This is an optimization exercise on Yosys and OpenROAD, whose aim is small area and a short achievable clock period, not a production implementation. In this exercise RTL edits were held to simulation tests only and were not proved equivalent to the original. Power and IR drop assume default switching activity.

## north
## fdc_read
module fdc_read (
    input  wire        clk,
    input  wire        rst,
    input  wire        drive_active,
    input  wire        flux,
    input  wire        wr_en,
    input  wire [2:0]  wr_port,
    input  wire [15:0] wr_data,
    input  wire        rd_en,
    output wire [15:0] status,
    output reg         mem_we,
    output wire [31:0] mem_addr,
    output wire [15:0] mem_wdata,
    output reg         irq_sync,
    output reg         irq_done
);
Size: roughly 930 cells after synthesis, ~170 flip-flops, roughly 8400 µm² of cells after synthesis.
export LEC_CHECK = 0
export CAP_MARGIN = 20
export CORE_MARGIN = 2
export CORE_UTILIZATION = 60
export SETUP_SLACK_MARGIN = 4.3
export SLEW_MARGIN = 20
create_clock -name core_clock -period 7.0 [get_ports {clk}]
standard.sh (not shown) runs the stock make flow with config.mk's settings and CLKGATE_MAP_FILE= SYNTH_SCRIPT=/design/flow/synth_recipe.tcl, a recipe that flattens the netlist after the stock synthesis.
==> flow/flow/run.sh <==
#!/bin/bash
# Standard ORFS layout (the standard.sh) with these changes:
#  - port buffers are sky130_fd_sc_hd__buf_2 instead of the resizer's default
#    choice (a delay cell);
#  - clock tree synthesis without dummy loads;
#  - the slow multi-input OR cells are not used (synthesis maps to NOR/NAND
#    forms instead); they are added to the platform's own don't-use list.
set -euo pipefail
export BUFFER_PORTS_ARGS="-buffer_cell sky130_fd_sc_hd__buf_2"
export CTS_ARGS="-sink_clustering_enable -repair_clock_nets -buf_list sky130_fd_sc_hd__clkbuf_8 -dont_use_dummy_load"
platform="sky130_fd_sc_hd__lpflow_bleeder_1 sky130_fd_sc_hd__lpflow_clkbufkapwr_1 sky130_fd_sc_hd__lpflow_clkbufkapwr_16 sky130_fd_sc_hd__lpflow_clkbufkapwr_2 sky130_fd_sc_hd__lpflow_clkbufkapwr_4 sky130_fd_sc_hd__lpflow_clkbufkapwr_8 sky130_fd_sc_hd__lpflow_clkinvkapwr_1 sky130_fd_sc_hd__lpflow_clkinvkapwr_16 sky130_fd_sc_hd__lpflow_clkinvkapwr_2 sky130_fd_sc_hd__lpflow_clkinvkapwr_4 sky130_fd_sc_hd__lpflow_clkinvkapwr_8 sky130_fd_sc_hd__lpflow_decapkapwr_12 sky130_fd_sc_hd__lpflow_decapkapwr_3 sky130_fd_sc_hd__lpflow_decapkapwr_4 sky130_fd_sc_hd__lpflow_decapkapwr_6 sky130_fd_sc_hd__lpflow_decapkapwr_8 sky130_fd_sc_hd__lpflow_inputiso0n_1 sky130_fd_sc_hd__lpflow_inputiso0p_1 sky130_fd_sc_hd__lpflow_inputiso1n_1 sky130_fd_sc_hd__lpflow_inputiso1p_1 sky130_fd_sc_hd__lpflow_inputisolatch_1 sky130_fd_sc_hd__lpflow_isobufsrc_1 sky130_fd_sc_hd__lpflow_isobufsrc_16 sky130_fd_sc_hd__lpflow_isobufsrc_2 sky130_fd_sc_hd__lpflow_isobufsrc_4 sky130_fd_sc_hd__lpflow_isobufsrc_8 sky130_fd_sc_hd__lpflow_isobufsrckapwr_16 sky130_fd_sc_hd__lpflow_lsbuf_lh_hl_isowell_tap_1 sky130_fd_sc_hd__lpflow_lsbuf_lh_hl_isowell_tap_2 sky130_fd_sc_hd__lpflow_lsbuf_lh_hl_isowell_tap_4 sky130_fd_sc_hd__lpflow_lsbuf_lh_isowell_4 sky130_fd_sc_hd__lpflow_lsbuf_lh_isowell_tap_1 sky130_fd_sc_hd__lpflow_lsbuf_lh_isowell_tap_2 sky130_fd_sc_hd__lpflow_lsbuf_lh_isowell_tap_4 sky130_fd_sc_hd__probe_p_8 sky130_fd_sc_hd__probec_p_8 "
slow=""
for c in or3_1 or3_2 or3_4 or3b_1 or3b_2 or3b_4 or4_1 or4_2 or4_4 or4b_1 or4b_2 or4b_4 or4bb_1 or4bb_2 or4bb_4; do
  slow="$slow sky130_fd_sc_hd__$c"
done
bash standard.sh "DONT_USE_CELLS=$platform$slow" finish > standard_flow.log 2>&1
Modified inputs, south compared to north
Settings: swapping 4.3 for 4.55 in SETUP_SLACK_MARGIN.
Diff north -> south: net switching power of the design increased about 4.5%; wire length on met2 now sits higher; final worst clock skew now sits higher; clock network power rose about 1%. Looking at hold slack across both flows, south is the stronger of the two, with north trailing.
Relative to south, the following input files were edited for east:
Settings: a change of CORE_UTILIZATION from 60 to 75; a change of SETUP_SLACK_MARGIN from 4.55 to 4.4.
[summary]
Taking south as the reference point, the total net switching power of east falls by about 0.7%.
When east is measured against south, its smallest setup slack after layout turns out 27 ps lower.
Area of the multi-input gates, east and south: lower on east
Compared to south, east has global routing usage summed across all routing layers 5.6 points higher.

The RTL this note starts from:
==> flow/design.v <==
module fdc_read (
    input  wire        clk,
    input  wire        rst,
    input  wire        drive_active,
    input  wire        flux,
    input  wire        wr_en,
    input  wire [2:0]  wr_port,
    input  wire [15:0] wr_data,
    input  wire        rd_en,
    output wire [15:0] status,
    output reg         mem_we,
    output wire [31:0] mem_addr,
    output wire [15:0] mem_wdata,
    output reg         irq_sync,
    output reg         irq_done
);
    localparam [1:0] S_IDLE = 2'd0, S_WAIT = 2'd1, S_BYTE0 = 2'd2, S_BYTE1 = 2'd3;
    localparam [1:0] F_NONE = 2'd0, F_SAME = 2'd1, F_M1 = 2'd2;
    localparam [1:0] H_NONE = 2'd0, H_HI = 2'd1, H_LO = 2'd2;
    reg running;
    reg [11:0] sum;       
    reg [2:0]  cur_hi;    
    reg [4:0]  inc5;      
    reg [1:0]  hist;
    reg [2:0]  pcnt;      
    reg [1:0]  fcls;      
    reg        dir;       
    reg        lat_v;
    reg [2:0]  lat_c;
    reg [15:0] shift;
    reg [2:0]  bcnt;
    reg        st_sync, st_ready;
    reg [7:0]  st_data;
    reg [15:0] len;       
    reg [15:0] pend;
    reg [15:0] sync_r;
    reg        ctl10;
    reg        dmaen;     
    reg [1:0]  state;
    reg [7:0]  hi;
    reg [31:0] A;
    reg        F;
    reg [15:0] B;
    reg [1:0]  H;
    wire start = drive_active && !running;
    wire       ended = sum[11];
    wire       v     = lat_v | flux;             
    wire [2:0] cT    = lat_v ? lat_c : cur_hi;   
    wire fact = (fcls == F_SAME && pcnt != 3'd0) || (fcls == F_M1 && pcnt > 3'd1);
    reg [4:0] inc5_n;
    always @* begin
        inc5_n = inc5;
        if (fact && !dir && inc5 != 5'd31)     inc5_n = inc5 + 5'd1;
        else if (fact && dir && inc5 != 5'd6)  inc5_n = inc5 - 5'd1;
    end
    wire [2:0] pcnt_dec = (pcnt == 3'd0) ? 3'd0 : pcnt - 3'd1;
    wire [1:0] qT      = cT[2] ? cT[1:0] : ~cT[1:0];
    wire [2:0] pcnt_T  = {1'b0, qT} + 3'd1;
    wire [1:0] fcls_T  = ((hist == 2'd0 && !cT[2]) || (hist == 2'd3 && cT[2])) ? F_SAME :
                         (hist == 2'd1 || hist == 2'd2) ? F_M1 : F_NONE;
    wire [11:0] ctr  = {1'b0, sum[10:0]};
    wire [11:0] s258 = ctr + 12'd258;
    wire [11:0] s34  = ctr + 12'd34;
    wire [11:0] sN   = ctr + {4'b0000, 3'b100, inc5_n};
    wire [11:0] sT   = cT[2] ? s34 : s258;
    wire [11:0] sC   = (pcnt_dec != 3'd0) ? (dir ? s34 : s258) : sN;
    wire [11:0] sum_n = ended ? (v ? sT : sN) : sC;
    wire bv     = running & ended;
    wire hi_eq  = (shift[14:0] == sync_r[15:1]);
    wire match  = hi_eq & (sync_r[0] == v);
    wire c8     = (bcnt == 3'd7);
    wire sp_match = bv & match & (c8 | !st_sync);
    wire sps    = sp_match & ctl10 & (state == S_WAIT);
    wire spb    = bv & c8 & !sps;
    wire [7:0] byte_v = {shift[6:0], v};
    wire wd   = spb & (state == S_BYTE1);
    wire [13:0] len_dec = len[13:0] - 14'd1;
    wire xfer = wd & (len_dec == 14'd0);
    reg  [1:0] state_s;
    always @* begin
        state_s = state;
        if (sps) state_s = S_BYTE0;
        else if (spb) begin
            if (state == S_BYTE0) state_s = S_BYTE1;
            else if (state == S_BYTE1) state_s = xfer ? S_IDLE : S_BYTE0;
        end
    end
    wire [15:0] len_s = wd ? {len[15:14], len_dec} : len;
    wire wr_len  = wr_en && wr_port == 3'd0;
    wire wr_sync = wr_en && wr_port == 3'd1;
    wire wr_ctl  = wr_en && wr_port == 3'd2;
    wire wr_den  = wr_en && wr_port == 3'd3;
    wire wr_ph   = wr_en && wr_port == 3'd5;
    wire wr_pl   = wr_en && wr_port == 3'd6;
    wire port_ok = wr_en && wr_port != 3'd4 && wr_port != 3'd7;
    wire len_acc = wr_len && (!wr_data[15] || wr_data == pend);
    wire [15:0] len_w  = len_acc ? wr_data : len_s;
    wire ctl_w   = wr_ctl ? wr_data[10] : ctl10;
    wire den_w   = wr_den ? (wr_data[9] & wr_data[4]) : dmaen;
    wire enabled = len_w[15] && den_w && len_w[13:0] != 14'd0;
    reg  [1:0] state_w;
    always @* begin
        state_w = state_s;
        if (port_ok) begin
            if (enabled) begin
                if (state_s == S_IDLE) state_w = ctl_w ? S_WAIT : S_BYTE0;
            end else
                state_w = S_IDLE;
        end
    end
    wire [31:0] Ainc = A + {30'd0, F, 1'b0};
    wire [31:0] L    = {H == H_HI ? B : Ainc[31:16], H == H_LO ? B : Ainc[15:0]};
    always @(posedge clk) begin
        running <= drive_active;
        B <= wr_data;
        if (rst) begin
            sum <= 12'd146; cur_hi <= 3'd0; inc5 <= 5'd18; hist <= 2'd0;
            pcnt <= 3'd0; fcls <= F_NONE; dir <= 1'b0; lat_v <= 1'b0;
            shift <= 16'd0; bcnt <= 3'd0; st_sync <= 1'b0; st_ready <= 1'b0; st_data <= 8'd0;
            len <= 16'd0; pend <= 16'd0; sync_r <= 16'd0; ctl10 <= 1'b0; dmaen <= 1'b0;
            state <= S_IDLE;
            A <= 32'd0; F <= 1'b0; H <= H_NONE;
            mem_we <= 1'b0; irq_sync <= 1'b0; irq_done <= 1'b0;
        end else begin
            if (start) begin
                sum <= 12'd146; cur_hi <= 3'd0; inc5 <= 5'd18; hist <= 2'd0;
                pcnt <= 3'd0; fcls <= F_NONE; dir <= 1'b0; lat_v <= 1'b0;
            end else if (running) begin
                sum    <= sum_n;
                cur_hi <= sum[10:8];
                inc5   <= inc5_n;
                if (ended) begin
                    lat_v <= 1'b0;
                    if (v) begin
                        pcnt <= pcnt_T; fcls <= fcls_T; dir <= cT[2];
                        hist <= {cT[2], hist[1]};
                    end else begin
                        pcnt <= 3'd0; fcls <= F_NONE;
                    end
                end else begin
                    lat_v <= v;
                    lat_c <= cT;
                    pcnt  <= pcnt_dec;
                end
            end
            if (start) begin
                shift <= 16'd0; bcnt <= 3'd0;
            end else if (bv) begin
                shift <= {shift[14:0], v};
                bcnt  <= (sps || c8) ? 3'd0 : bcnt + 3'd1;
                if (c8 || (st_sync ? !match : match))
                    st_sync <= match;
            end
            if (spb) begin
                st_data  <= byte_v;
                st_ready <= 1'b1;
            end else if (rd_en && running)
                st_ready <= 1'b0;
            if (spb && state == S_BYTE0)
                hi <= byte_v;
            len   <= len_w;
            if (wr_len) pend <= wr_data;
            if (wr_sync) sync_r <= wr_data;
            ctl10 <= ctl_w;
            dmaen <= den_w;
            state <= state_w;
            if (wd) begin
                A <= L;
                F <= 1'b1;
                H <= wr_ph ? H_HI : wr_pl ? H_LO : H_NONE;
            end else begin
                A <= {wr_ph ? wr_data : L[31:16], wr_pl ? wr_data : L[15:0]};
                F <= 1'b0;
                H <= H_NONE;
            end
            mem_we   <= wd;
            irq_sync <= sp_match;
            irq_done <= xfer;
        end
    end
    assign mem_addr  = A;
    assign mem_wdata = {hi, st_data};
    assign status = running ? {st_ready, state != S_IDLE, 1'b0, st_sync, 4'd0, st_data} : 16'd0;
endmodule
==> flow/config.mk <==
export PLATFORM = sky130hd
export DESIGN_NAME = fdc_read
export DESIGN_NICKNAME = fdc_read
export VERILOG_FILES = /design/flow/design.v
export SDC_FILE = /design/flow/constraint.sdc
export NUM_CORES = 4
export LEC_CHECK = 0
export CAP_MARGIN = 20
export CORE_MARGIN = 2
export CORE_UTILIZATION = 40
export SLEW_MARGIN = 20
==> flow/constraint.sdc <==
create_clock -name core_clock -period 7.0 [get_ports {clk}]
set_input_delay 1.4000 -clock core_clock [delete_from_list [all_inputs] [get_ports {clk}]]
set_output_delay 1.4000 -clock core_clock [all_outputs]
set_load 0.01 [all_outputs]
==> flow/flow/run.sh <==
#!/bin/bash
# Standard ORFS layout (the standard.sh), with the port buffers made of
# sky130_fd_sc_hd__buf_1 instead of the resizer's default choice.
set -euo pipefail
export BUFFER_PORTS_ARGS="-buffer_cell sky130_fd_sc_hd__buf_1"
bash standard.sh finish > standard_flow.log 2>&1
The baseline went through all stages and came out clean.
==> next run, changes <==
==> flow/run.sh (new file) <==
#!/bin/bash
# synth_recipe.tcl (not shown) runs the flow's synth.tcl, then flattens the netlist and writes it again
# the make line also repeats each setting of config.mk as NAME=value (left out here)
make -C /OpenROAD-flow-scripts/flow DESIGN_CONFIG=/design/flow/config.mk WORK_HOME=/design/flow/orfs CLKGATE_MAP_FILE= SYNTH_SCRIPT=/design/flow/synth_recipe.tcl finish
- ABC_AREA: default -> 1
removed: flow/flow/run.sh
removed: flow/standard.sh
What happened:
- routed wire length rises by 6.1%
- final area increases by 6.6%
- clock power came out lower by about 2%
- synthesized area is higher by 0.79%
- count of clock-buffer cells in the layout falls by 2
- power is higher by 2.4%
- global-route usage went up by 1.3 points
- register-to-register slack barely changes
- first-iteration DRC count decreases by 7.2%
- sequential share of layout area fell by 2.2 points
- via count grows by 6.9%
==> next run, changes <==
- ABC_AREA: 1 -> default
Result: The new run went through all stages and came out clean. Clock power went down by 9.4%. Cell area went down by 2.1%. Sequential power is about the same. Count of clock-buffer cells in the layout went up by 3. Routed wire length went down by 5.3%. First-iteration DRC count went down by 10%. Via count went down by 6.3%.

## port drivers added, routing unchanged
Ports are ideal in the flow. The routed layouts listed here were re-timed in OpenROAD.
Step 1: set_driving_cell puts a clkbuf_16 on clk and a buf_2 on each other input, an assumption about the parent block.
Step 2 adds t to the input delays and takes it off the output delays; t is the mean of the earliest and latest rising clock arrival at the registers after step 1. Input paths then give back, and output paths get back, about the clock's delay inside the block.
a / b / c = ideal / step 1 / step 2; a / b = the first two.
| run | t, ns | setup slack, ns | slew at the worst register clock pin (ns) |
|---|---|---|---|
| north | 0.476 | 4.411 / 4.414 / 3.954 | 0.08 / 0.08 |
| south | 0.486 | 4.392 / 4.353 / 4.025 | 0.09 / 0.09 |
| east | 0.496 | 4.365 / 4.374 / 3.877 | 0.09 / 0.09 |
| the first run of note 2 | 0.480 | 3.032 / 3.032 / 2.802 | 0.08 / 0.08 |
| the second run of note 2 | 0.481 | 2.822 / 2.849 / 2.368 | 0.08 / 0.08 |
| the third run of note 2 | 0.472 | 2.755 / 2.777 / 2.305 | 0.07 / 0.07 |
After both steps setup and hold are still met in every run listed. For east, which loses most, drivers alone change the setup slack by +0.009 ns; drivers and shift together by -0.488 ns.
